This is an optimization exercise on Yosys and OpenROAD, whose aim is a short achievable clock period and few clock cycles, not a production implementation. Only simulation tests tie the RTL to the original design; equivalence was not proved. Power figures rest on the tool's default switching activity, not on a simulated workload.

==> flow/design.v (outline; a module is shown in full before it is edited, if it fits) <==
// module arq_ucode_rom: 1208 lines
// module arq_core: 311 lines
module arq_core (
    input  wire        clk,
    input  wire        rst,           
    output reg         mem_re,
    output reg         mem_we,
    output reg  [7:0]  mem_addr,
    output reg  [31:0] mem_wdata,
    input  wire [31:0] mem_rdata,
    output reg         retire,        
    output wire        halted,
    output wire        faulted,
    output wire [31:0] pc,
    output wire [31:0] r0,
    output wire [31:0] r1,
    output wire [31:0] r2,
    output wire [31:0] r3,
    output wire [2:0]  flags,         
    output wire [31:0] icount,
    output reg  [2:0]  fault_code,
    output reg  [31:0] fault_value,
    output reg  [31:0] fault_pc,
    output reg  [4:0]  fault_opc
);
  // ...
==> flow/run.sh <==
#!/bin/bash
# synth_recipe.tcl (not shown) runs the flow's synth.tcl, then flattens the netlist and writes it again
# the make line also repeats each setting of config.mk as NAME=value (left out here)
make -C /OpenROAD-flow-scripts/flow DESIGN_CONFIG=/design/flow/config.mk WORK_HOME=/design/flow/orfs CLKGATE_MAP_FILE= SYNTH_SCRIPT=/design/flow/synth_recipe.tcl finish
==> flow/config.mk <==
export PLATFORM = sky130hd
export DESIGN_NAME = arq_core
export DESIGN_NICKNAME = arq_core
export VERILOG_FILES = /design/flow/design.v
export SDC_FILE = /design/flow/constraint.sdc
export NUM_CORES = 4
export LEC_CHECK = 0
export CAP_MARGIN = 20
export CORE_MARGIN = 2
export CORE_UTILIZATION = 40
export SLEW_MARGIN = 20
export SYNTH_MEMORY_MAX_BITS = 65536
==> flow/constraint.sdc <==
create_clock -name core_clock -period 10.0 [get_ports {clk}]
set_input_delay 2.0000 -clock core_clock [delete_from_list [all_inputs] [get_ports {clk}]]
set_output_delay 2.0000 -clock core_clock [all_outputs]
set_load 0.01 [all_outputs]
==> flow_summary.yaml, run 1 <==
critical_path:
  reg2reg_depth: 18
  cp-end-kind: "flop"
  crit_slowest_cell: "dfxtp_1"
  crit_start: "uop[1]"
  cp.depth: 18
  r2r-start: "uop[1]"
clock_network:
  root_buffer: "clkbuf_16"
  post-cts-setup-buffers: 0
drt:
  vias: 45270
yosys:
  synth-simple-area-share_pct: 19.90
  synth-edff-count: 128
  synthMuxAreaShare_pct: 6.779
  synthDistinctLibCells: 110
power_and_ir_drop:
  switching_share_pct: 50.11
  maxPowerGroup: "combinational cells"
  comb_power_share_pct: 55.3
  p_leak_uw: 0.01741
  internal_power_uw: 6842
cells_and_area:
  num-multi-input-gates: 3983
  drive_gt1_share_pct: 9.493
floorplanning:
  boundaryPins: 346
place:
  dp_hpwl_um: 152400
global_route:
  grt_pass1_vias: 42180
  use_met2_pct: 58.52
run_status:
  status: "timing/DRC/antenna clean"
Testbench counts, summed over its fixed seeds: cycles 609,678.
==> module arq_core, before the edit <==
module arq_core (
    input  wire        clk,
    input  wire        rst,           
    output reg         mem_re,
    output reg         mem_we,
    output reg  [7:0]  mem_addr,
    output reg  [31:0] mem_wdata,
    input  wire [31:0] mem_rdata,
    output reg         retire,        
    output wire        halted,
    output wire        faulted,
    output wire [31:0] pc,
    output wire [31:0] r0,
    output wire [31:0] r1,
    output wire [31:0] r2,
    output wire [31:0] r3,
    output wire [2:0]  flags,         
    output wire [31:0] icount,
    output reg  [2:0]  fault_code,
    output reg  [31:0] fault_value,
    output reg  [31:0] fault_pc,
    output reg  [4:0]  fault_opc
);
localparam [5:0] U_NOP            = 6'd0;
localparam [5:0] U_EXT_PC         = 6'd1;
localparam [5:0] U_PC_EXT         = 6'd2;
localparam [5:0] U_IR_EXT         = 6'd3;
localparam [5:0] U_EXT_IR         = 6'd4;
localparam [5:0] U_IB_IR          = 6'd5;
localparam [5:0] U_IR_IB          = 6'd6;
localparam [5:0] U_EXT_RRA        = 6'd7;
localparam [5:0] U_EXT_RRB        = 6'd8;
localparam [5:0] U_RRA_EXT        = 6'd9;
localparam [5:0] U_RRB_EXT        = 6'd10;
localparam [5:0] U_IA_RRA         = 6'd11;
localparam [5:0] U_IA_RRB         = 6'd12;
localparam [5:0] U_RRA_IA         = 6'd13;
localparam [5:0] U_RRB_IA         = 6'd14;
localparam [5:0] U_S0_IA          = 6'd15;
localparam [5:0] U_S0_IB          = 6'd16;
localparam [5:0] U_S1_IA          = 6'd17;
localparam [5:0] U_S1_IB          = 6'd18;
localparam [5:0] U_IA_S0          = 6'd19;
localparam [5:0] U_IA_S1          = 6'd20;
localparam [5:0] U_IB_S0          = 6'd21;
localparam [5:0] U_IB_S1          = 6'd22;
localparam [5:0] U_PC0_EXT        = 6'd23;
localparam [5:0] U_OPC_IB         = 6'd24;
localparam [5:0] U_MCNT_EXT       = 6'd25;
localparam [5:0] U_RA_EXT         = 6'd26;
localparam [5:0] U_RB_EXT         = 6'd27;
localparam [5:0] U_MSTEP          = 6'd28;
localparam [5:0] U_ADD            = 6'd29;
localparam [5:0] U_SUB            = 6'd30;
localparam [5:0] U_INC            = 6'd31;
localparam [5:0] U_CMP_EQ         = 6'd32;
localparam [5:0] U_CMP_GT         = 6'd33;
localparam [5:0] U_CMP_LT         = 6'd34;
localparam [5:0] U_FLAGS_IB       = 6'd35;
localparam [5:0] U_MREQ           = 6'd36;
localparam [5:0] U_MCAP           = 6'd37;
localparam [5:0] U_MSTORE         = 6'd38;
localparam [5:0] U_DISPATCH       = 6'd39;
localparam [5:0] U_END            = 6'd40;
localparam [5:0] U_GOTO           = 6'd41;
localparam [5:0] U_BR_ZCLR        = 6'd42;
localparam [5:0] U_BR_NCLR        = 6'd43;
localparam [5:0] U_BR_NZCLR       = 6'd44;
localparam [5:0] U_BR_CONDCLR     = 6'd45;
localparam [5:0] U_BR_MCNT_GE0    = 6'd46;
localparam [5:0] U_BR_MCNT_ZERO   = 6'd47;
localparam UPC_W = 11;
localparam [10:0] UPC_DECODE = 11'd5;   
localparam [10:0] UPC_ADDREGREG   = 11'd8;
localparam [10:0] UPC_SUBREGREG   = 11'd55;
localparam [10:0] UPC_IMULREGREG  = 11'd102;
localparam [10:0] UPC_ADDMEMREG   = 11'd165;
localparam [10:0] UPC_SUBMEMREG   = 11'd212;
localparam [10:0] UPC_IMULMEMREG  = 11'd259;
localparam [10:0] UPC_ADDREGMEM   = 11'd324;
localparam [10:0] UPC_SUBREGMEM   = 11'd376;
localparam [10:0] UPC_IMULREGMEM  = 11'd428;
localparam [10:0] UPC_ADDIMMMEM   = 11'd496;
localparam [10:0] UPC_SUBIMMMEM   = 11'd548;
localparam [10:0] UPC_MOVEREGREG  = 11'd600;
localparam [10:0] UPC_MOVEMEMREG  = 11'd638;
localparam [10:0] UPC_MOVEREGMEM  = 11'd680;
localparam [10:0] UPC_MOVEIMMREG  = 11'd718;
localparam [10:0] UPC_INCREG      = 11'd758;
localparam [10:0] UPC_INCMEM      = 11'd788;
localparam [10:0] UPC_LDI         = 11'd825;
localparam [10:0] UPC_READ        = 11'd638;
localparam [10:0] UPC_STORE       = 11'd680;
localparam [10:0] UPC_JMP         = 11'd861;
localparam [10:0] UPC_JZ          = 11'd875;
localparam [10:0] UPC_JN          = 11'd900;
localparam [10:0] UPC_JNZ         = 11'd925;
localparam [10:0] UPC_JEQ         = 11'd950;
localparam [10:0] UPC_JGT         = 11'd1006;
localparam [10:0] UPC_JLW         = 11'd1062;
    localparam [1:0] S_RUNNING = 2'd0,
                     S_HALTED  = 2'd1,
                     S_FAULTED = 2'd2;
    localparam [2:0] F_NONE     = 3'd0,
                     F_MEMADDR  = 3'd1,
                     F_REGINDEX = 3'd2;
    reg  [31:0] ext, ia, ib;           
    reg  [31:0] pc_q, ir;
    reg  [31:0] gpr [0:3];
    reg         fz, fn, fnz;
    reg  [31:0] s0, s1;
    reg         mlatch_v;
    reg  [7:0]  mlatch_a;
    reg  [31:0] opc, pc0, mcnt;
    reg  [1:0]  ra, rb;
    reg         cond;
    reg  [UPC_W-1:0] upc;
    reg  [1:0]  fsm;
    reg  [31:0] icount_q;
    wire [5:0]       uop;
    wire [UPC_W-1:0] utarget;
    arq_ucode_rom u_rom (
        .upc    (upc),
        .op     (uop),
        .target (utarget)
    );
    assign halted  = (fsm == S_HALTED);
    assign faulted = (fsm == S_FAULTED);
    assign pc      = pc_q;
    assign r0      = gpr[0];
    assign r1      = gpr[1];
    assign r2      = gpr[2];
    assign r3      = gpr[3];
    assign flags   = {fnz, fn, fz};
    assign icount  = icount_q;
    wire running   = (fsm == S_RUNNING);
    wire ext_valid_addr = (ext[31:8] == 24'd0);       
    wire ext_valid_reg  = (ext[31:2] == 30'd0);       
    reg             opc_valid;
    reg [UPC_W-1:0] opc_entry;
    always @* begin
        opc_valid = 1'b1;
        opc_entry = UPC_DECODE;
        case (opc)
            32'd1:  opc_entry = UPC_ADDREGREG;
            32'd2:  opc_entry = UPC_SUBREGREG;
            32'd3:  opc_entry = UPC_IMULREGREG;
            32'd4:  opc_entry = UPC_ADDMEMREG;
            32'd5:  opc_entry = UPC_SUBMEMREG;
            32'd6:  opc_entry = UPC_IMULMEMREG;
            32'd7:  opc_entry = UPC_ADDREGMEM;
            32'd8:  opc_entry = UPC_SUBREGMEM;
            32'd9:  opc_entry = UPC_IMULREGMEM;
            32'd10: opc_entry = UPC_ADDIMMMEM;
            32'd11: opc_entry = UPC_SUBIMMMEM;
            32'd12: opc_entry = UPC_MOVEREGREG;
            32'd13: opc_entry = UPC_MOVEMEMREG;
            32'd14: opc_entry = UPC_MOVEREGMEM;
            32'd15: opc_entry = UPC_MOVEIMMREG;
            32'd16: opc_entry = UPC_INCREG;
            32'd17: opc_entry = UPC_INCMEM;
            32'd18: opc_entry = UPC_LDI;
            32'd19: opc_entry = UPC_READ;
            32'd20: opc_entry = UPC_STORE;
            32'd21: opc_entry = UPC_JMP;
            32'd22: opc_entry = UPC_JZ;
            32'd23: opc_entry = UPC_JN;
            32'd24: opc_entry = UPC_JNZ;
            32'd25: opc_entry = UPC_JEQ;
            32'd26: opc_entry = UPC_JGT;
            32'd27: opc_entry = UPC_JLW;
            default: opc_valid = 1'b0;
        endcase
    end
    always @* begin
        mem_re    = 1'b0;
        mem_we    = 1'b0;
        mem_addr  = ext[7:0];
        mem_wdata = ext;
        if (running) begin
            if (uop == U_MREQ && ext_valid_addr)
                mem_re = 1'b1;
            if (uop == U_MSTORE && mlatch_v) begin
                mem_we   = 1'b1;
                mem_addr = mlatch_a;
            end
        end
    end
    always @(posedge clk) begin
        if (rst) begin
            ext <= 32'd0; ia <= 32'd0; ib <= 32'd0;
            pc_q <= 32'd0; ir <= 32'd0;
            gpr[0] <= 32'd0; gpr[1] <= 32'd0; gpr[2] <= 32'd0; gpr[3] <= 32'd0;
            fz <= 1'b0; fn <= 1'b0; fnz <= 1'b0;
            s0 <= 32'd0; s1 <= 32'd0;
            mlatch_v <= 1'b0; mlatch_a <= 8'd0;
            opc <= 32'd0; pc0 <= 32'd0; mcnt <= 32'd0;
            ra <= 2'd0; rb <= 2'd0; cond <= 1'b0;
            upc <= {UPC_W{1'b0}};
            fsm <= S_RUNNING;
            icount_q <= 32'd0;
            retire <= 1'b0;
            fault_code <= F_NONE; fault_value <= 32'd0;
            fault_pc <= 32'd0; fault_opc <= 5'd0;
        end else begin
            retire <= 1'b0;
            if (running) begin
                upc <= upc + 1'b1;
                case (uop)
                    U_EXT_PC:   ext <= pc_q;
                    U_PC_EXT:   pc_q <= ext;
                    U_IR_EXT:   ir <= ext;
                    U_EXT_IR:   ext <= ir;
                    U_IB_IR:    ib <= ir;
                    U_IR_IB:    ir <= ib;
                    U_EXT_RRA:  ext <= gpr[ra];
                    U_EXT_RRB:  ext <= gpr[rb];
                    U_RRA_EXT:  gpr[ra] <= ext;
                    U_RRB_EXT:  gpr[rb] <= ext;
                    U_IA_RRA:   ia <= gpr[ra];
                    U_IA_RRB:   ia <= gpr[rb];
                    U_RRA_IA:   gpr[ra] <= ia;
                    U_RRB_IA:   gpr[rb] <= ia;
                    U_S0_IA:    s0 <= ia;
                    U_S0_IB:    s0 <= ib;
                    U_S1_IA:    s1 <= ia;
                    U_S1_IB:    s1 <= ib;
                    U_IA_S0:    ia <= s0;
                    U_IA_S1:    ia <= s1;
                    U_IB_S0:    ib <= s0;
                    U_IB_S1:    ib <= s1;
                    U_PC0_EXT:  pc0 <= ext;
                    U_OPC_IB:   opc <= ib;
                    U_MCNT_EXT: mcnt <= ext;
                    U_RA_EXT, U_RB_EXT: begin
                        if (!ext_valid_reg) begin
                            fsm         <= S_FAULTED;
                            fault_code  <= F_REGINDEX;
                            fault_value <= ext;
                            fault_pc    <= pc0;
                            fault_opc   <= opc[4:0];
                        end else if (uop == U_RA_EXT)
                            ra <= ext[1:0];
                        else
                            rb <= ext[1:0];
                    end
                    U_MSTEP: begin
                        if ($signed(mcnt) > 0)
                            mcnt <= mcnt - 32'd1;
                        else if ($signed(mcnt) < 0)
                            mcnt <= mcnt + 32'd1;
                    end
                    U_ADD:      s1 <= s0 + s1;
                    U_SUB:      s1 <= s0 - s1;
                    U_INC:      s1 <= s1 + 32'd1;
                    U_CMP_EQ:   cond <= (s1 == s0);
                    U_CMP_GT:   cond <= ($signed(s1) > $signed(s0));
                    U_CMP_LT:   cond <= ($signed(s1) < $signed(s0));
                    U_FLAGS_IB: begin
                        fz  <= (ib == 32'd0);
                        fn  <= ib[31];
                        fnz <= (ib != 32'd0);
                    end
                    U_MREQ: begin
                        if (!ext_valid_addr) begin
                            fsm         <= S_FAULTED;
                            fault_code  <= F_MEMADDR;
                            fault_value <= ext;
                            fault_pc    <= pc0;
                            fault_opc   <= (upc < UPC_DECODE) ? 5'd0 : opc[4:0];
                        end
                    end
                    U_MCAP:     ext <= mem_rdata;
                    U_MSTORE: begin
                        if (mlatch_v) begin
                            mlatch_v <= 1'b0;
                        end else if (!ext_valid_addr) begin
                            fsm         <= S_FAULTED;
                            fault_code  <= F_MEMADDR;
                            fault_value <= ext;
                            fault_pc    <= pc0;
                            fault_opc   <= opc[4:0];
                        end else begin
                            mlatch_v <= 1'b1;
                            mlatch_a <= ext[7:0];
                        end
                    end
                    U_DISPATCH: begin
                        if (opc_valid)
                            upc <= opc_entry;
                        else
                            fsm <= S_HALTED;
                    end
                    U_END: begin
                        upc      <= {UPC_W{1'b0}};
                        icount_q <= icount_q + 32'd1;
                        retire   <= 1'b1;
                    end
                    U_GOTO:       upc <= utarget;
                    U_BR_ZCLR:    if (!fz)   upc <= utarget;
                    U_BR_NCLR:    if (!fn)   upc <= utarget;
                    U_BR_NZCLR:   if (!fnz)  upc <= utarget;
                    U_BR_CONDCLR: if (!cond) upc <= utarget;
                    U_BR_MCNT_GE0:  if (!mcnt[31])       upc <= utarget;
                    U_BR_MCNT_ZERO: if (mcnt == 32'd0)   upc <= utarget;
                    default: ;
                endcase
            end
        end
    end
endmodule
==> run 2: changes to the inputs <==
==> flow/design.v (replaced) <==
module arq_core (
    input  wire        clk,
    input  wire        rst,           
    output reg         mem_re,
    output reg         mem_we,
    output reg  [7:0]  mem_addr,
    output reg  [31:0] mem_wdata,
    input  wire [31:0] mem_rdata,
    output reg         retire,        
    output wire        halted,
    output wire        faulted,
    output wire [31:0] pc,
    output wire [31:0] r0,
    output wire [31:0] r1,
    output wire [31:0] r2,
    output wire [31:0] r3,
    output wire [2:0]  flags,         
    output wire [31:0] icount,
    output reg  [2:0]  fault_code,
    output reg  [31:0] fault_value,
    output reg  [31:0] fault_pc,
    output reg  [4:0]  fault_opc
);
    localparam [2:0] S_OP   = 3'd0,
                     S_C1   = 3'd1,
                     S_C2   = 3'd2,
                     S_C3   = 3'd3,
                     S_WAIT = 3'd4,
                     S_MUL  = 3'd5,
                     S_STOP = 3'd6;
    localparam [2:0] F_MEMADDR  = 3'd1,
                     F_REGINDEX = 3'd2;
    localparam [2:0] QDEPTH = 3'd4;
    reg         iss_code;             
    reg         iss_data;             
    reg         rv_code;              
    reg         rv_data;              
    reg  [8:0]  fptr;                 
    reg  [31:0] q0, q1, q2, q3;
    reg  [2:0]  qn;
    reg  [2:0]  st;
    reg  [4:0]  op;
    reg  [31:0] pc_q;
    reg  [8:0]  ea;                   
    reg  [31:0] gpr0, gpr1, gpr2, gpr3;
    reg         fz, fn, fnz;
    reg  [31:0] opx;                  
    reg  [31:0] opy;                  
    reg  [1:0]  rid;                  
    reg  [7:0]  madr;                 
    reg         rdiss;                
    reg  [31:0] dreg;
    reg         dv;
    reg         cond;
    reg  [31:0] icnt;
    reg         halted_q, faulted_q;
    reg  [31:0] acc, xs;
    reg  [32:0] yb;
    reg         mmem;                 
    assign halted  = halted_q;
    assign faulted = faulted_q;
    assign pc      = pc_q;
    assign r0      = gpr0;
    assign r1      = gpr1;
    assign r2      = gpr2;
    assign r3      = gpr3;
    assign flags   = {fnz, fn, fz};
    assign icount  = icnt;
    function [31:0] rsel(input [1:0] i, input [31:0] a0, input [31:0] a1,
                         input [31:0] a2, input [31:0] a3);
        case (i)
            2'd0: rsel = a0;
            2'd1: rsel = a1;
            2'd2: rsel = a2;
            default: rsel = a3;
        endcase
    endfunction
    wire [31:0] rq0 = rsel(q0[1:0], gpr0, gpr1, gpr2, gpr3);    
    wire        q0_reg_ok  = (q0[31:2] == 30'd0);
    wire        q0_addr_ok = (q0[31:8] == 24'd0);
    wire        q0_op_ok = (q0[31:5] == 27'd0) && (q0[4:0] != 5'd0) && (q0[4:0] <= 5'd27);
    wire [4:0]  qop = q0[4:0];
    wire        nx_v = (qn >= 3'd2) || (qn == 3'd1 && rv_code);
    wire [31:0] nx   = (qn >= 3'd2) ? q1 : mem_rdata;
    function c1_addr(input [4:0] o);    
        c1_addr = (o == 5'd4) || (o == 5'd5) || (o == 5'd6) || (o == 5'd13) ||
                  (o == 5'd17) || (o == 5'd19);
    endfunction
    function c1_imm(input [4:0] o);
        c1_imm = (o == 5'd10) || (o == 5'd11) || (o == 5'd15);
    endfunction
    function c1_tgt(input [4:0] o);
        c1_tgt = (o >= 5'd21) && (o <= 5'd24);
    endfunction
    function c2_rdaddr(input [4:0] o);   
        c2_rdaddr = (o >= 5'd7) && (o <= 5'd11);
    endfunction
    function jcond(input [4:0] o, input z, input n, input nz);
        case (o)
            5'd21: jcond = 1'b1;
            5'd22: jcond = z;
            5'd23: jcond = n;
            default: jcond = nz;
        endcase
    endfunction
    reg  [31:0] bpp;
    reg         bneg;
    always @* begin
        case (yb[2:0])
            3'b001, 3'b010: begin bpp = xs;            bneg = 1'b0; end
            3'b011:         begin bpp = {xs[30:0], 1'b0}; bneg = 1'b0; end
            3'b100:         begin bpp = ~{xs[30:0], 1'b0}; bneg = 1'b1; end
            3'b101, 3'b110: begin bpp = ~xs;           bneg = 1'b1; end
            default:        begin bpp = 32'd0;         bneg = 1'b0; end
        endcase
    end
    wire [31:0] mul_sum  = acc + bpp + {31'd0, bneg};
    wire [32:0] yb_next  = {{2{yb[32]}}, yb[32:2]};
    wire        mul_done = (yb[32:2] == 31'd0) || (yb[32:2] == {31{1'b1}});
    reg  [31:0] ax, ay;
    reg         asub;
    wire [31:0] asum = ax + (asub ? ~ay : ay) + {31'd0, asub};
    reg         pop;
    reg  [2:0]  nst;
    reg         rd_req;   reg [7:0] rd_addr;
    reg         wr_req;   reg [7:0] wr_addr;
    reg         redir;    reg [31:0] redir_t;
    reg         ret;      reg [31:0] ret_pc;
    reg         rwe;      reg [1:0]  rwid;     reg [1:0]  rwsrc;
    reg         fwe;      reg         fmul;
    reg  [1:0]  wrsrc;
    reg         do_halt;
    reg         do_fault; reg [2:0] f_code; reg [31:0] f_val; reg [4:0] f_opc;
    reg         mul_start; reg [31:0] mx, my; reg mul_mem;
    reg         dcons;
    reg  [8:0]  pcn;       
    reg         cond_n_tmp;
    always @* begin
        pop = 1'b0; nst = st;
        rd_req = 1'b0; rd_addr = nx[7:0];
        wr_req = 1'b0; wr_addr = madr; wrsrc = 2'd0;
        redir = 1'b0; redir_t = q0;
        ret = 1'b0; ret_pc = {23'd0, ea + 9'd1};
        rwe = 1'b0; rwid = rid; rwsrc = 2'd0;
        fwe = 1'b0; fmul = 1'b0;
        do_halt = 1'b0;
        do_fault = 1'b0; f_code = F_MEMADDR; f_val = {23'd0, ea}; f_opc = op;
        mul_start = 1'b0; mx = opx; my = rq0; mul_mem = 1'b0;
        dcons = 1'b0;
        pcn = ea + 9'd1;
        cond_n_tmp = 1'b0;
        ax = opx; ay = rq0; asub = 1'b0;
        case (st)
        S_OP: begin
            if (pc_q[31:8] != 24'd0) begin
                do_fault = 1'b1; f_val = pc_q; f_opc = 5'd0;
            end else if (qn != 3'd0) begin
                if (!q0_op_ok) begin
                    do_halt = 1'b1;
                end else begin
                    pop = 1'b1;
                    nst = S_C1;
                    if (c1_tgt(qop) && jcond(qop, fz, fn, fnz) && nx_v) begin
                        redir = 1'b1; redir_t = nx;
                        ret = 1'b1; ret_pc = nx;
                        nst = S_OP;
                    end else if (c1_addr(qop) && nx_v) begin
                        rd_req = 1'b1; rd_addr = nx[7:0];
                    end
                end
            end
        end
        S_C1: begin
            if (ea[8]) begin
                do_fault = 1'b1;
            end else if (qn != 3'd0) begin
                if (c1_tgt(op)) begin
                    pop = 1'b1; ret = 1'b1; nst = S_OP;
                    if (jcond(op, fz, fn, fnz)) begin
                        redir = 1'b1; redir_t = q0; ret_pc = q0;
                    end
                end else if (c1_imm(op)) begin
                    pop = 1'b1; nst = S_C2;
                    if (c2_rdaddr(op) && nx_v) begin
                        rd_req = 1'b1; rd_addr = nx[7:0];
                    end
                end else if (c1_addr(op)) begin
                    if (!q0_addr_ok) begin
                        do_fault = 1'b1; f_val = q0;
                    end else begin
                        pop = 1'b1;
                        nst = (op == 5'd17) ? S_WAIT : S_C2;
                        if (!rdiss) begin
                            rd_req = 1'b1; rd_addr = q0[7:0];
                        end
                    end
                end else begin
                    if (!q0_reg_ok) begin
                        do_fault = 1'b1; f_code = F_REGINDEX; f_val = q0;
                    end else begin
                        pop = 1'b1; nst = S_C2;
                        if (op == 5'd16) begin
                            ax = 32'd1; ay = rq0; asub = 1'b0;
                            rwe = 1'b1; rwid = q0[1:0];
                            fwe = 1'b1;
                            ret = 1'b1; nst = S_OP;
                        end else if (c2_rdaddr(op) && nx_v) begin
                            rd_req = 1'b1; rd_addr = nx[7:0];
                        end
                    end
                end
            end
        end
        S_C2: begin
            if (ea[8]) begin
                do_fault = 1'b1;
            end else if (qn != 3'd0) begin
                if (op == 5'd18) begin
                    pop = 1'b1;
                    rwe = 1'b1; rwid = rid; rwsrc = 2'd1;
                    ret = 1'b1; nst = S_OP;
                end else if (c2_rdaddr(op) || op == 5'd14 || op == 5'd20) begin
                    if (!q0_addr_ok) begin
                        do_fault = 1'b1; f_val = q0;
                    end else begin
                        pop = 1'b1;
                        if (op == 5'd14 || op == 5'd20) begin
                            wr_req = 1'b1; wr_addr = q0[7:0]; wrsrc = 2'd1;
                            ret = 1'b1; nst = S_OP;
                        end else begin
                            nst = S_WAIT;
                            if (!rdiss) begin
                                rd_req = 1'b1; rd_addr = q0[7:0];
                            end
                        end
                    end
                end else begin
                    if (!q0_reg_ok) begin
                        do_fault = 1'b1; f_code = F_REGINDEX; f_val = q0;
                    end else begin
                        pop = 1'b1;
                        case (op)
                            5'd1, 5'd2: begin
                                ax = opx; ay = rq0; asub = (op == 5'd2);
                                rwe = 1'b1; rwid = rid; fwe = 1'b1;
                                ret = 1'b1; nst = S_OP;
                            end
                            5'd3: begin
                                mul_start = 1'b1; mx = opx; my = rq0; mul_mem = 1'b0;
                                nst = S_MUL;
                            end
                            5'd12, 5'd15: begin
                                rwe = 1'b1; rwid = q0[1:0]; rwsrc = 2'd2;
                                ret = 1'b1; nst = S_OP;
                            end
                            5'd25, 5'd26, 5'd27: begin
                                nst = S_C3;
                                if (op == 5'd25)      cond_n_tmp = (rq0 == opx);
                                else if (op == 5'd26) cond_n_tmp = ($signed(rq0) > $signed(opx));
                                else                  cond_n_tmp = ($signed(rq0) < $signed(opx));
                                if (cond_n_tmp && nx_v) begin
                                    redir = 1'b1; redir_t = nx;
                                    ret = 1'b1; ret_pc = nx;
                                    nst = S_OP;
                                end
                            end
                            default: begin
                                nst = S_WAIT;
                            end
                        endcase
                    end
                end
            end
        end
        S_C3: begin
            if (ea[8]) begin
                do_fault = 1'b1;
            end else if (qn != 3'd0) begin
                pop = 1'b1; ret = 1'b1; nst = S_OP;
                if (cond) begin
                    redir = 1'b1; redir_t = q0; ret_pc = q0;
                end
            end
        end
        S_WAIT: begin
            pcn = ea;
            ret_pc = {23'd0, ea};
            if (dv) begin
                dcons = 1'b1;
                case (op)
                    5'd4, 5'd5: begin
                        ax = dreg; ay = opy; asub = (op == 5'd5);
                        rwe = 1'b1; fwe = 1'b1;
                        ret = 1'b1; nst = S_OP;
                    end
                    5'd13, 5'd19: begin
                        rwe = 1'b1; rwsrc = 2'd3;
                        ret = 1'b1; nst = S_OP;
                    end
                    5'd6: begin
                        mul_start = 1'b1; mx = dreg; my = opy; mul_mem = 1'b0;
                        nst = S_MUL;
                    end
                    5'd9: begin
                        mul_start = 1'b1; mx = opx; my = dreg; mul_mem = 1'b1;
                        nst = S_MUL;
                    end
                    default: begin
                        ax = (op == 5'd17) ? 32'd1 : opx;
                        ay = dreg;
                        asub = (op == 5'd8) || (op == 5'd11);
                        wr_req = 1'b1; fwe = 1'b1;
                        ret = 1'b1; nst = S_OP;
                    end
                endcase
            end
        end
        S_MUL: begin
            pcn = ea;
            ret_pc = {23'd0, ea};
            if (mul_done) begin
                fwe = 1'b1; fmul = 1'b1;
                ret = 1'b1; nst = S_OP;
                if (mmem) begin
                    wr_req = 1'b1; wrsrc = 2'd2;
                end else begin
                    rwe = 1'b1; rwsrc = 2'd0;
                end
            end
        end
        default: ;
        endcase
    end
    wire [31:0] alu_or_mul = fmul ? mul_sum : asum;
    wire [31:0] fres    = alu_or_mul;
    wire [31:0] rwdata  = (rwsrc == 2'd1) ? q0 : (rwsrc == 2'd2) ? opx :
                          (rwsrc == 2'd3) ? dreg : alu_or_mul;
    wire [31:0] wr_data = (wrsrc == 2'd1) ? opx : (wrsrc == 2'd2) ? mul_sum : asum;
    wire smflush = wr_req && ({1'b0, wr_addr} >= pcn) && ({1'b0, wr_addr} < fptr);
    wire flush   = redir || smflush;
    wire push    = rv_code && !flush;
    wire running = !halted_q && !faulted_q && !do_halt && !do_fault;
    wire [2:0] qn_next = qn + {2'd0, rv_code} - {2'd0, pop};
    wire       space   = flush || ((qn_next + {2'd0, iss_code}) < QDEPTH);
    wire       redir_ok = (redir_t[31:8] == 24'd0);
    always @(posedge clk) begin
        if (rst) begin
            mem_re <= 1'b1; mem_we <= 1'b0; mem_addr <= 8'd0; mem_wdata <= 32'd0;
            iss_code <= 1'b1; iss_data <= 1'b0;
            rv_code <= 1'b0; rv_data <= 1'b0;
            fptr <= 9'd1;
            qn <= 3'd0;
            st <= S_OP; op <= 5'd0;
            pc_q <= 32'd0; ea <= 9'd0;
            gpr0 <= 32'd0; gpr1 <= 32'd0; gpr2 <= 32'd0; gpr3 <= 32'd0;
            fz <= 1'b0; fn <= 1'b0; fnz <= 1'b0;
            rdiss <= 1'b0; dv <= 1'b0; cond <= 1'b0;
            icnt <= 32'd0;
            halted_q <= 1'b0; faulted_q <= 1'b0;
            retire <= 1'b0;
            fault_code <= 3'd0; fault_value <= 32'd0; fault_pc <= 32'd0; fault_opc <= 5'd0;
        end else begin
            retire <= 1'b0;
            rv_code <= iss_code && !flush;
            rv_data <= iss_data;
            if (flush) begin
                qn <= 3'd0;
            end else begin
                qn <= qn_next;
                if (pop) begin
                    q0 <= (push && qn == 3'd1) ? mem_rdata : q1;
                    q1 <= (push && qn == 3'd2) ? mem_rdata : q2;
                    q2 <= (push && qn == 3'd3) ? mem_rdata : q3;
                    if (push && qn == 3'd4) q3 <= mem_rdata;
                end else if (push) begin
                    if (qn == 3'd0) q0 <= mem_rdata;
                    if (qn == 3'd1) q1 <= mem_rdata;
                    if (qn == 3'd2) q2 <= mem_rdata;
                    if (qn == 3'd3) q3 <= mem_rdata;
                end
            end
            if (rv_data) begin
                dreg <= mem_rdata;
                dv   <= 1'b1;
            end else if (dcons) begin
                dv   <= 1'b0;
            end
            mem_re <= 1'b0; mem_we <= 1'b0;
            iss_code <= 1'b0; iss_data <= 1'b0;
            mem_wdata <= wr_data;
            if (running) begin
                if (wr_req) begin
                    mem_we <= 1'b1; mem_addr <= wr_addr;
                    if (smflush) fptr <= pcn;
                end else if (rd_req) begin
                    mem_re <= 1'b1; mem_addr <= rd_addr; iss_data <= 1'b1;
                end else if (redir) begin
                    mem_re <= redir_ok; iss_code <= redir_ok;
                    mem_addr <= redir_t[7:0];
                    fptr <= redir_ok ? {1'b0, redir_t[7:0]} + 9'd1 : 9'h100;
                end else if (!fptr[8] && space) begin
                    mem_re <= 1'b1; mem_addr <= fptr[7:0]; iss_code <= 1'b1;
                    fptr <= fptr + 9'd1;
                end
            end
            if (!halted_q && !faulted_q) begin
                if (do_fault) begin
                    faulted_q   <= 1'b1;
                    fault_code  <= f_code;
                    fault_value <= f_val;
                    fault_pc    <= pc_q;
                    fault_opc   <= f_opc;
                end else if (do_halt) begin
                    halted_q <= 1'b1;
                end else begin
                    st <= nst;
                    if (st == S_OP && pop) begin
                        op <= qop;
                        ea <= ea + 9'd1;
                        rdiss <= rd_req;
                    end else if (pop) begin
                        ea <= ea + 9'd1;
                        if (rd_req) rdiss <= 1'b1;
                    end
                    if (st == S_C1 && pop) begin
                        opx <= c1_imm(op) ? q0 : rq0;
                        rid <= q0[1:0];
                        madr <= q0[7:0];
                    end
                    if (st == S_C2 && pop) begin
                        opy <= rq0;
                        if (op != 5'd18 && op != 5'd1 && op != 5'd2 && op != 5'd3) rid <= q0[1:0];
                        madr <= q0[7:0];
                        cond <= cond_n_tmp;
                    end
                    if (rwe) begin
                        case (rwid)
                            2'd0: gpr0 <= rwdata;
                            2'd1: gpr1 <= rwdata;
                            2'd2: gpr2 <= rwdata;
                            default: gpr3 <= rwdata;
                        endcase
                    end
                    if (fwe) begin
                        fz  <= (fres == 32'd0);
                        fn  <= fres[31];
                        fnz <= (fres != 32'd0);
                    end
                    if (mul_start) begin
                        acc  <= 32'd0;
                        xs   <= mx;
                        yb   <= {my, 1'b0};
                        mmem <= mul_mem;
                    end else if (st == S_MUL) begin
                        acc <= mul_sum;
                        xs  <= {xs[29:0], 2'b00};
                        yb  <= yb_next;
                    end
                    if (ret) begin
                        retire <= 1'b1;
                        icnt   <= icnt + 32'd1;
                        pc_q   <= ret_pc;
                    end
                    if (redir) begin
                        ea <= {1'b0, redir_t[7:0]};
                    end else if (smflush) begin
                        ea <= pcn;
                    end
                end
            end
        end
    end
endmodule
==> flow_summary.yaml, run 2 <==
run_status:
  status: "timing/DRC/antenna clean"
drt:
  drt_iter0_drc: 5417
  ant_nets: 0
  drt_pass1_iterations: 10
  post-route-drc-count: 0
  via_per_inst: 6.272
  routed_wl_um: 169900
  vias: 37320
  drt-wirelength-per-cell_um: 28.56
power_and_ir_drop:
  comb_power_share_pct: 21.6
  total_power_uw: 7894
  powerDensity_nw_per_um2: 167.2
  netSwitchingPower_uw: 2552
  switching_share_pct: 32.33
  ir_worst_vdd_mv: 0.1836
  pwr-share-seq_pct: 40.0
  internal_power_uw: 5342
  clockPowerShare_pct: 38.4
  p_leak_uw: 0.01667
floorplanning:
  boundaryPins: 346
  design.core.area_sq_um: 98560
  die_h_um: 319.8
  num_rows: 115
  die_w_um: 319.8
  die_area_sq_um: 102200
  start_util_pct: 40.46
place:
  dp_hpwl_um: 124500
  io_buffers: 344
  place.gp.congestion: 1.011
  place_inst: 5805
clock_network:
  cts-hold-fix-buffers: 0
  clock-sinks: 679
  path_clk_slew_ps: 60
  cts_made_buffers: 80
  cts_tree: "yes"
  root_buffer: "clkbuf_16"
  htreeDepth: 3
  clockBufferDepth: 3
  post-cts-setup-buffers: 0
  clock_latency_ps: 680
  cts_resized: 0
critical_path:
  r2r-start: "q0[1]"
  crit_start: "q0[1]"
  cp-start-kind: "flop"
  cp.arrival_ps: 8010
  cp-end-kind: "flop"
  cp.required_ps: 10410
  cp_max_fo: 32
  crit_type: "reg2reg"
sta:
  worst_hold_slack_ps: 449.0
  hold_viol: 0
  setup_violations: 0
  setup-tns-final_ps: 0
  rsz0062_at_grt: "false"
  skew_ps: 50.45
  max_slew_margin_pct: 21.71
  slew_violations: 0
  final_min_period_over_clock_period_pct: 75.97
  fin_crit_ps: 7597
  max_freq_mhz: 131.6
  worst_slew_pin_slew_ps: 1145
yosys:
  synth_top_area_share_pct: 25.00
  yosys-top-cells-area: "edfxtp_1 25%, dfxtp_1 17%, nand2_1 5.5%"
  syn_nets: 4554
  syn-mean-instance-area_sq_um: 9.062
  syn_inst: 4401
  ys.flop_type: "dfxtp_1"
  ys_ff_latch: 679
  netlist_area_sq_um: 39880
  synth_top_area_cell: "edfxtp_1"
  yosys_warnings: 1
  seq_area_frac_synth_pct: 42.42
  synth-edff-count: 332
  synthDistinctLibCells: 97
  postSynth.asyncResetShare_pct: 0
  synthTopCellsByCount: "588 x nand2_1, 397 x nor2_1, 347 x a21oi_1, 347 x dfxtp_1, 332 x edfxtp_1"
  yosysMostFrequentCell: "nand2_1"
cells_and_area:
  nets: 4754
  top_register: "yb"
  final_cells: 5951
  largest_reg_flops: 33
  final_common_cell: "nand2_1"
  area_growth_pct: 18.40
  diodes: 0
  drive_gt1_share_pct: 10.18
  layout_common_cells: "587 x nand2_1, 384 x nor2_1, 347 x dfxtp_1"
global_route:
  grt_usage_pct: 32.18
  grt_overflow: 0
  grt_pass1_vias: 34400
  grt_max_degree: 93
  grt_pass1_wl_um: 245300
  antenna_found_initial: 2
flow_run:
  cap_violations: 0
worst_hold_path:
  hp-start: "fault_value[4]"
  holdCritPathClass: "reg2reg"
[run 2: cell count changes after synthesis, sizes merged, moves of 52 or more]
cell and change:
nor2 -146, dfxtp -140, a31oi -69, clkbuf -52
a21oi -135, a222oi -64, mux2 +122, inv -52
edfxtp +204, buf -55, a22oi +79, o211ai -53
nand2 -138
[run 2: power by group through the flow]
stage	Clock, uW	Sequential (uW)	Combinational, uW
after floorplan	0	3210	967
after global placement	0	3210	1680
after detailed placement	0	3210	1670
after CTS	3050	3150	1680
after global routing	3170	3170	1810
final	3030	3160	1710
[run 2: kinds of logic after synthesis]
group	after synthesis	synth area share (%)
XOR/XNOR	177	3.887
multiplexers	280	8.543
buffers and inverters	407	3.984
other	1	0.009403
adder cells (fa/ha/maj)	119	3.809
flip-flops	679	42.42
AO/OA/AOI/OAI	1234	20.17
AND/OR/NAND/NOR	1504	17.18
[run 2: layout make-up]
class                           count  area (sq um)
Clock inverter                     27         311.5
Multi-Input combinational cell   3315         21540
Sequential cell                   679         16920
Clock buffer                      118          2369
Fill cell                        9430         51340
Inverter                           93         349.1
Tap cell                         1287          1610
Timing Repair Buffer              432          4126
[run 2: metal layers]
layer | global-route usage, % | vias to the layer above | part of all wire (%) | wire [um]
met1 | 45.96 | 18130 | 43 | 72790
met5 | 0 | - | 0 | 0
met3 | 7.111 | 294 | 11 | 18180
met4 | 11.18 | 0 | 3.6 | 6134
met2 | 47.73 | 2189 | 43 | 72840
li1 | - | 16710 | - | -
[run 2: path summary, 6_finish.rpt]
check	to	slack (ps)	cells after the start
worst min register to register	fault_value[4]	450	2
worst min-delay path	fault_value[4]	450	2
worst max register to register	q0[25]	2400	13
worst max-delay path	q0[25]	2400	13
[run 2: critical path: stages (launching register included)]
cell       delay, ps
edfxtp_1         820
buf_4            560
mux4_2           520
ha_1             370
nand4_1          280
nor4_1           950
o31a_1           310
o311ai_1         270
a2111oi_4        910
or3_1            750
nor2_1           350
a41oi_4          300
buf_4            440
mux2_2           390
[run 2: per-stage QoR]
stage / cell area, sq um / util (%) / setup slack (ps)
final: 47220 / 47.91 / 2403
after global routing: 47220 / 47.91 / 2338
after CTS: 47200 / 47.88 / 2659
after detailed placement: 44520 / 45.17 / 2671
after global placement: 44510 / 45.16 / 2632
after floorplan: 39880 / - / 2000
Testbench counts of run 2, summed over its fixed seeds: cycles 45,654.
==> run 3: changes to the inputs <==
--- a/flow/design.v
+++ b/flow/design.v
@@ -52,6 +52,8 @@
     reg  [31:0] dreg;
     reg         dv;
     reg         cond;
+    reg  [3:0]  cndv;                 
+    reg         opok;                 
     reg  [31:0] icnt;
     reg         halted_q, faulted_q;
     reg  [31:0] acc, xs;
@@ -120,6 +122,9 @@
     reg  [31:0] ax, ay;
     reg         asub;
     wire [31:0] asum = ax + (asub ? ~ay : ay) + {31'd0, asub};
+    wire        hv       = (qn != 3'd0) || rv_code;
+    wire        rd_op_ok = (mem_rdata[31:5] == 27'd0) && (mem_rdata[4:0] != 5'd0) &&
+                           (mem_rdata[4:0] <= 5'd27);
     reg         pop;
     reg  [2:0]  nst;
     reg         rd_req;   reg [7:0] rd_addr;
@@ -135,6 +140,10 @@
     reg         dcons;
     reg  [8:0]  pcn;       
     reg         cond_n_tmp;
+    reg         fin;       
+    reg         newop;     
+    reg  [4:0]  op_n;
+    reg         opok_n;
     always @* begin
         pop = 1'b0; nst = st;
         rd_req = 1'b0; rd_addr = nx[7:0];
@@ -149,6 +158,8 @@
         dcons = 1'b0;
         pcn = ea + 9'd1;
         cond_n_tmp = 1'b0;
+        fin = 1'b0;
+        newop = 1'b0; op_n = q0[4:0]; opok_n = q0_op_ok;
         ax = opx; ay = rq0; asub = 1'b0;
         case (st)
         S_OP: begin
@@ -158,7 +169,7 @@
                 if (!q0_op_ok) begin
                     do_halt = 1'b1;
                 end else begin
-                    pop = 1'b1;
+                    pop = 1'b1; newop = 1'b1;
                     nst = S_C1;
                     if (c1_tgt(qop) && jcond(qop, fz, fn, fnz) && nx_v) begin
                         redir = 1'b1; redir_t = nx;
@@ -168,10 +179,16 @@
                         rd_req = 1'b1; rd_addr = nx[7:0];
                     end
                 end
+            end else if (rv_code) begin
+                pop = 1'b1; newop = 1'b1;
+                op_n = mem_rdata[4:0]; opok_n = rd_op_ok;
+                nst = S_C1;
             end
         end
         S_C1: begin
-            if (ea[8]) begin
+            if (!opok) begin
+                do_halt = 1'b1;
+            end else if (ea[8]) begin
                 do_fault = 1'b1;
             end else if (qn != 3'd0) begin
                 if (c1_tgt(op)) begin
@@ -255,9 +272,7 @@
                             end
                             5'd25, 5'd26, 5'd27: begin
                                 nst = S_C3;
-                                if (op == 5'd25)      cond_n_tmp = (rq0 == opx);
-                                else if (op == 5'd26) cond_n_tmp = ($signed(rq0) > $signed(opx));
-                                else                  cond_n_tmp = ($signed(rq0) < $signed(opx));
+                                cond_n_tmp = cndv[q0[1:0]];
                                 if (cond_n_tmp && nx_v) begin
                                     redir = 1'b1; redir_t = nx;
                                     ret = 1'b1; ret_pc = nx;
@@ -291,11 +306,11 @@
                     5'd4, 5'd5: begin
                         ax = dreg; ay = opy; asub = (op == 5'd5);
                         rwe = 1'b1; fwe = 1'b1;
-                        ret = 1'b1; nst = S_OP;
+                        ret = 1'b1; fin = 1'b1; nst = S_OP;
                     end
                     5'd13, 5'd19: begin
                         rwe = 1'b1; rwsrc = 2'd3;
-                        ret = 1'b1; nst = S_OP;
+                        ret = 1'b1; fin = 1'b1; nst = S_OP;
                     end
                     5'd6: begin
                         mul_start = 1'b1; mx = dreg; my = opy; mul_mem = 1'b0;
@@ -310,7 +325,7 @@
                         ay = dreg;
                         asub = (op == 5'd8) || (op == 5'd11);
                         wr_req = 1'b1; fwe = 1'b1;
-                        ret = 1'b1; nst = S_OP;
+                        ret = 1'b1; fin = 1'b1; nst = S_OP;
                     end
                 endcase
             end
@@ -320,7 +335,7 @@
             ret_pc = {23'd0, ea};
             if (mul_done) begin
                 fwe = 1'b1; fmul = 1'b1;
-                ret = 1'b1; nst = S_OP;
+                ret = 1'b1; fin = 1'b1; nst = S_OP;
                 if (mmem) begin
                     wr_req = 1'b1; wrsrc = 2'd2;
                 end else begin
@@ -330,6 +345,16 @@
         end
         default: ;
         endcase
+        if (fin && !ea[8] && !smflush && hv) begin
+            pop = 1'b1; newop = 1'b1; nst = S_C1;
+            if (qn != 3'd0) begin
+                if (q0_op_ok && c1_addr(qop) && nx_v && !wr_req) begin
+                    rd_req = 1'b1; rd_addr = nx[7:0];
+                end
+            end else begin
+                op_n = mem_rdata[4:0]; opok_n = rd_op_ok;
+            end
+        end
     end
     wire [31:0] alu_or_mul = fmul ? mul_sum : asum;
     wire [31:0] fres    = alu_or_mul;
@@ -338,11 +363,19 @@
     wire [31:0] wr_data = (wrsrc == 2'd1) ? opx : (wrsrc == 2'd2) ? mul_sum : asum;
     wire smflush = wr_req && ({1'b0, wr_addr} >= pcn) && ({1'b0, wr_addr} < fptr);
     wire flush   = redir || smflush;
-    wire push    = rv_code && !flush;
+    wire pop_q   = pop && (qn != 3'd0);         
+    wire push    = rv_code && !(pop && qn == 3'd0);
     wire running = !halted_q && !faulted_q && !do_halt && !do_fault;
-    wire [2:0] qn_next = qn + {2'd0, rv_code} - {2'd0, pop};
-    wire       space   = flush || ((qn_next + {2'd0, iss_code}) < QDEPTH);
+    wire [2:0] qn_next = qn + {2'd0, push} - {2'd0, pop_q};
+    wire       space   = (qn_next + {2'd0, iss_code}) < QDEPTH;
     wire       redir_ok = (redir_t[31:8] == 24'd0);
+    function cmp1(input [4:0] o, input [31:0] b, input [31:0] a);
+        case (o)
+            5'd25:   cmp1 = (b == a);
+            5'd26:   cmp1 = ($signed(b) > $signed(a));
+            default: cmp1 = ($signed(b) < $signed(a));
+        endcase
+    endfunction
     always @(posedge clk) begin
         if (rst) begin
             mem_re <= 1'b1; mem_we <= 1'b0; mem_addr <= 8'd0; mem_wdata <= 32'd0;
@@ -350,7 +383,7 @@
             rv_code <= 1'b0; rv_data <= 1'b0;
             fptr <= 9'd1;
             qn <= 3'd0;
-            st <= S_OP; op <= 5'd0;
+            st <= S_OP; op <= 5'd0; opok <= 1'b0;
             pc_q <= 32'd0; ea <= 9'd0;
             gpr0 <= 32'd0; gpr1 <= 32'd0; gpr2 <= 32'd0; gpr3 <= 32'd0;
             fz <= 1'b0; fn <= 1'b0; fnz <= 1'b0;
@@ -363,21 +396,17 @@
             retire <= 1'b0;
             rv_code <= iss_code && !flush;
             rv_data <= iss_data;
-            if (flush) begin
-                qn <= 3'd0;
-            end else begin
-                qn <= qn_next;
-                if (pop) begin
-                    q0 <= (push && qn == 3'd1) ? mem_rdata : q1;
-                    q1 <= (push && qn == 3'd2) ? mem_rdata : q2;
-                    q2 <= (push && qn == 3'd3) ? mem_rdata : q3;
-                    if (push && qn == 3'd4) q3 <= mem_rdata;
-                end else if (push) begin
-                    if (qn == 3'd0) q0 <= mem_rdata;
-                    if (qn == 3'd1) q1 <= mem_rdata;
-                    if (qn == 3'd2) q2 <= mem_rdata;
-                    if (qn == 3'd3) q3 <= mem_rdata;
-                end
+            qn <= flush ? 3'd0 : qn_next;
+            if (pop_q) begin
+                q0 <= (push && qn == 3'd1) ? mem_rdata : q1;
+                q1 <= (push && qn == 3'd2) ? mem_rdata : q2;
+                q2 <= (push && qn == 3'd3) ? mem_rdata : q3;
+                if (push && qn == 3'd4) q3 <= mem_rdata;
+            end else if (push) begin
+                if (qn == 3'd0) q0 <= mem_rdata;
+                if (qn == 3'd1) q1 <= mem_rdata;
+                if (qn == 3'd2) q2 <= mem_rdata;
+                if (qn == 3'd3) q3 <= mem_rdata;
             end
             if (rv_data) begin
                 dreg <= mem_rdata;
@@ -414,18 +443,20 @@
                     halted_q <= 1'b1;
                 end else begin
                     st <= nst;
-                    if (st == S_OP && pop) begin
-                        op <= qop;
-                        ea <= ea + 9'd1;
+                    if (pop) ea <= ea + 9'd1;
+                    if (newop) begin
+                        op    <= op_n;
+                        opok  <= opok_n;
                         rdiss <= rd_req;
-                    end else if (pop) begin
-                        ea <= ea + 9'd1;
-                        if (rd_req) rdiss <= 1'b1;
+                    end else if (rd_req) begin
+                        rdiss <= 1'b1;
                     end
                     if (st == S_C1 && pop) begin
                         opx <= c1_imm(op) ? q0 : rq0;
                         rid <= q0[1:0];
                         madr <= q0[7:0];
+                        cndv <= {cmp1(op, gpr3, rq0), cmp1(op, gpr2, rq0),
+                                 cmp1(op, gpr1, rq0), cmp1(op, gpr0, rq0)};
                     end
                     if (st == S_C2 && pop) begin
                         opy <= rq0;
--- a/flow/config.mk
+++ b/flow/config.mk
@@ -5,8 +5,10 @@
 export SDC_FILE = /design/flow/constraint.sdc
 export NUM_CORES = 4
 export LEC_CHECK = 0
+export ABC_CLOCK_PERIOD_IN_PS = 3000
 export CAP_MARGIN = 20
 export CORE_MARGIN = 2
 export CORE_UTILIZATION = 40
+export SETUP_SLACK_MARGIN = 5
 export SLEW_MARGIN = 20
 export SYNTH_MEMORY_MAX_BITS = 65536
==> flow_summary.yaml, run 3 <==
drt:
  wl_met2_um: 90070
  ant_nets: 0
  wirelength_met1_um: 77620
  maxUsedRoutingLayer: "met5"
  via_per_inst: 6.437
  routed_wl_um: 203700
  vias: 42090
  drt_pass1_iterations: 13
  post-route-drc-count: 0
  drt_iter0_drc: 6123
  drt-wirelength-per-cell_um: 31.14
  route.met3.wl_um: 23110
clock_network:
  clockBufferDepth: 3
  htreeDepth: 3
  cts-hold-fix-buffers: 0
  root_buffer: "clkbuf_16"
  cts_made_buffers: 83
  cts_tree: "yes"
  clock-sinks: 684
  clock_latency_ps: 700
  path_clk_slew_ps: 60
power_and_ir_drop:
  powerDensity_nw_per_um2: 176.0
  ir_worst_vdd_mv: 0.2687
  internal_power_uw: 6110
  netSwitchingPower_uw: 3433
  pwr-share-seq_pct: 35.7
  clockPowerShare_pct: 32.9
  comb_power_share_pct: 31.3
  p_leak_uw: 0.01945
  switching_share_pct: 35.97
cells_and_area:
  final_common_cell: "nand2_1"
  final_cells: 6539
  top_register: "yb"
  area_growth_pct: 29.52
  drive_gt1_share_pct: 19.74
  nets: 5334
  largest_reg_flops: 33
  layout_common_cells: "539 x nand2_1, 397 x nor2_1, 362 x a21oi_1"
  final_core_util_pct: 52.32
  fillers: 9488
floorplanning:
  die_area_sq_um: 107300
  die_h_um: 327.5
  die_w_um: 327.5
  boundaryPins: 346
  design.core.area_sq_um: 103600
  start_util_pct: 40.40
  num_rows: 118
critical_path:
  cpLargestDelayFamily: "simple AND/OR/NAND/NOR gates"
  cpPeakStageDelay_ps: 540
  cp-start-kind: "flop"
  cp.required_ps: 10610
  crit_slowest_cell: "nor4_1"
  cp_max_fo: 34
  cp.arrival_ps: 6880
  crit_type: "reg2reg"
  cp-end-kind: "flop"
  cp.buffers_inverters: 5
sta:
  fin_crit_ps: 6265
  rsz0062_at_grt: "true"
  skew_ps: 43.68
  worst_hold_slack_ps: 451.4
  max_slew_margin_pct: 25.53
  max_freq_mhz: 159.6
  worst_slew_pin_slew_ps: 1112
  slew_violations: 0
  hold_viol: 0
  setup_violations: 0
  final_min_period_over_clock_period_pct: 62.65
  fin_ws_ps: 3735
  setup-tns-final_ps: 0
flow_run:
  cap_violations: 0
yosys:
  synth-edff-count: 336
  seq_area_frac_synth_pct: 40.74
  ys.flop_type: "dfxtp_1"
  ys_ff_latch: 684
  syn_nets: 4925
  synthTopCellsByCount: "576 x nand2_1, 435 x nor2_1, 419 x a21oi_1"
  yosys_warnings: 1
  synth_top_area_cell: "edfxtp_1"
  syn-mean-instance-area_sq_um: 8.954
  yosysMostFrequentCell: "nand2_1"
  synth_top_area_share_pct: 24.10
  netlist_area_sq_um: 41870
  synthDistinctLibCells: 106
  postSynth.asyncResetShare_pct: 0
  yosys-top-cells-area: "edfxtp_1 24%, dfxtp_1 17%, ha_1 6.3%"
  syn_inst: 4676
global_route:
  antenna_found_initial: 14
  grt_usage_pct: 36.41
  grt_pass1_vias: 38760
  grt_max_degree: 129
  grt_pass1_wl_um: 284900
  grt_overflow: 0
place:
  dp_hpwl_um: 148600
  place.gp.congestion: 1.076
  place_ws_ps: 1832
  place_inst: 6180
  io_buffers: 344
run_status:
  status: "timing/DRC/antenna clean"
worst_hold_path:
  holdCritPathClass: "reg2reg"
==> run 3: power groups by stage <==
stage / Clock (uW) / Sequential, uW / Combinational (uW)
after global placement: 0 / 3450 / 2590
after CTS: 3160 / 3400 / 2780
final: 3140 / 3410 / 2990
after detailed placement: 0 / 3450 / 2570
after floorplan: 0 / 3400 / 1600
after global routing: 3260 / 3430 / 3140
==> run 3: final timing paths <==
kind	from	end	slack, ps	cells past startpoint
setup reg to reg	yb[17]	fptr[1]	3730	26
hold / removal	fault_pc[14]	fault_pc[14]	450	2
hold reg to reg	fault_pc[14]	fault_pc[14]	450	2
setup / recovery	yb[17]	fptr[1]	3730	26
==> run 3: per-stage QoR <==
stage | power [uW] | cell area (sq um)
6_report | 9543 | 54230
5_1_grt | 9823 | 54210
4_1_cts | 9329 | 52710
3_5_place_dp | 6024 | 46870
3_3_place_gp | 6033 | 46870
2_1_floorplan | 5001 | 42110
==> run 3: worst reg2reg max path, cell delays in order, from the launching register on <==
cell and delay (ps):
edfxtp_1 430, nand4_1 110, nor4_1 540, o2bb2a_2 400
nor2_2 150, buf_4 450, nand2_1 280, and3_1 410
a2111o_1 480, o21ai_4 160, nor2b_4 260, o21ai_2 90
ha_1 320, inv_1 80, ha_2 180, inv_2 40
fa_2 520, nand3b_1 130, xor2_1 180, nor2_2 90
nor2_4 140, nor2_2 50, o211ai_1 210, buf_4 160
buf_4 130, nand2_1 60, a21oi_1 160
==> run 3: what timing repair did <==
item                                    4_1_cts  5_1_grt
cloned                                        6        0
gates resized for setup                     378      233
pin swaps                                   138      157
endpoints found under the hold margin         0        0
endpoints found under the setup margin      636      529
buffers inserted                            128       66
==> run 3: logic make-up (layout without fill, tap and decap cells) <==
| kind of cell | after synthesis | in the layout | share of synthesized area [%] |
|---|---|---|---|
| DFF | 684 | 684 | 40.74 |
| AOI/OAI and AO/OA | 1380 | 1381 | 21.17 |
| buffers and inverters | 414 | 887 | 3.846 |
| xor gates and xnor gates | 174 | 174 | 3.640 |
| adders and majority gates | 215 | 215 | 6.497 |
| muxes | 222 | 222 | 6.607 |
| other | 1 | 9 | 0.008956 |
| and+or+nand+nor | 1586 | 1587 | 17.50 |
==> run 3: area by class of cell <==
class / instances / area [sq um] / share of cell area [%]
flip-flops and latches: 684 / 17070 / 31.48
clock buffers: 112 / 2328 / 4.294
repair buffers: 646 / 6275 / 11.57
diodes: 8 / 20.02 / 0.03692
multi-input cells: 3580 / 26000 / 47.94
clock inverters: 39 / 456.7 / 0.8421
inverters: 90 / 350.3 / 0.6460
well taps: 1380 / 1727 / 3.184
==> run 3: per-layer routing <==
layer	global-route usage, %	up-vias
met5	0	-
met4	19.00	8
met3	10.74	620
met2	56.00	2649
met1	46.18	20570
li1	-	18250
Testbench counts of run 3, summed over its fixed seeds: cycles 44,979.

separate check: timing with driven ports:
The flow's constraints put no driver on any port. The routed layouts listed below were extracted and timed again, unchanged, in two steps.
Step 1 sets driving cells, clkbuf_16 on the clock port and buf_2 on the other inputs (assumed; they add their load-dependent delay and slew).
Step 2 times the ports against the registers' clock, not the clock port: input delays grow and output delays shrink by t, the midpoint of the rising clock arrivals with the driver on.
a / b / c = no drivers / after step 1 / after step 2; a / b = the first two.
| run | t (ns) | slack for setup (ns) | worst register clock-pin slew, ns | pins driven straight from the clock port |
|---|---|---|---|---|
| run 1 | 0.722 | 2.377 / 2.377 / 2.208 | 0.07 / 0.07 | 1 |
| run 2 | 0.736 | 2.403 / 2.403 / 2.403 | 0.07 / 0.07 | 1 |
| run 3 | 0.754 | 3.735 / 3.735 / 3.735 | 0.06 / 0.06 | 1 |
After both steps every run listed still meets setup and hold. The setup slack of run 1, which loses most, moves by 0.000 ns with the drivers and by -0.169 ns with both steps.
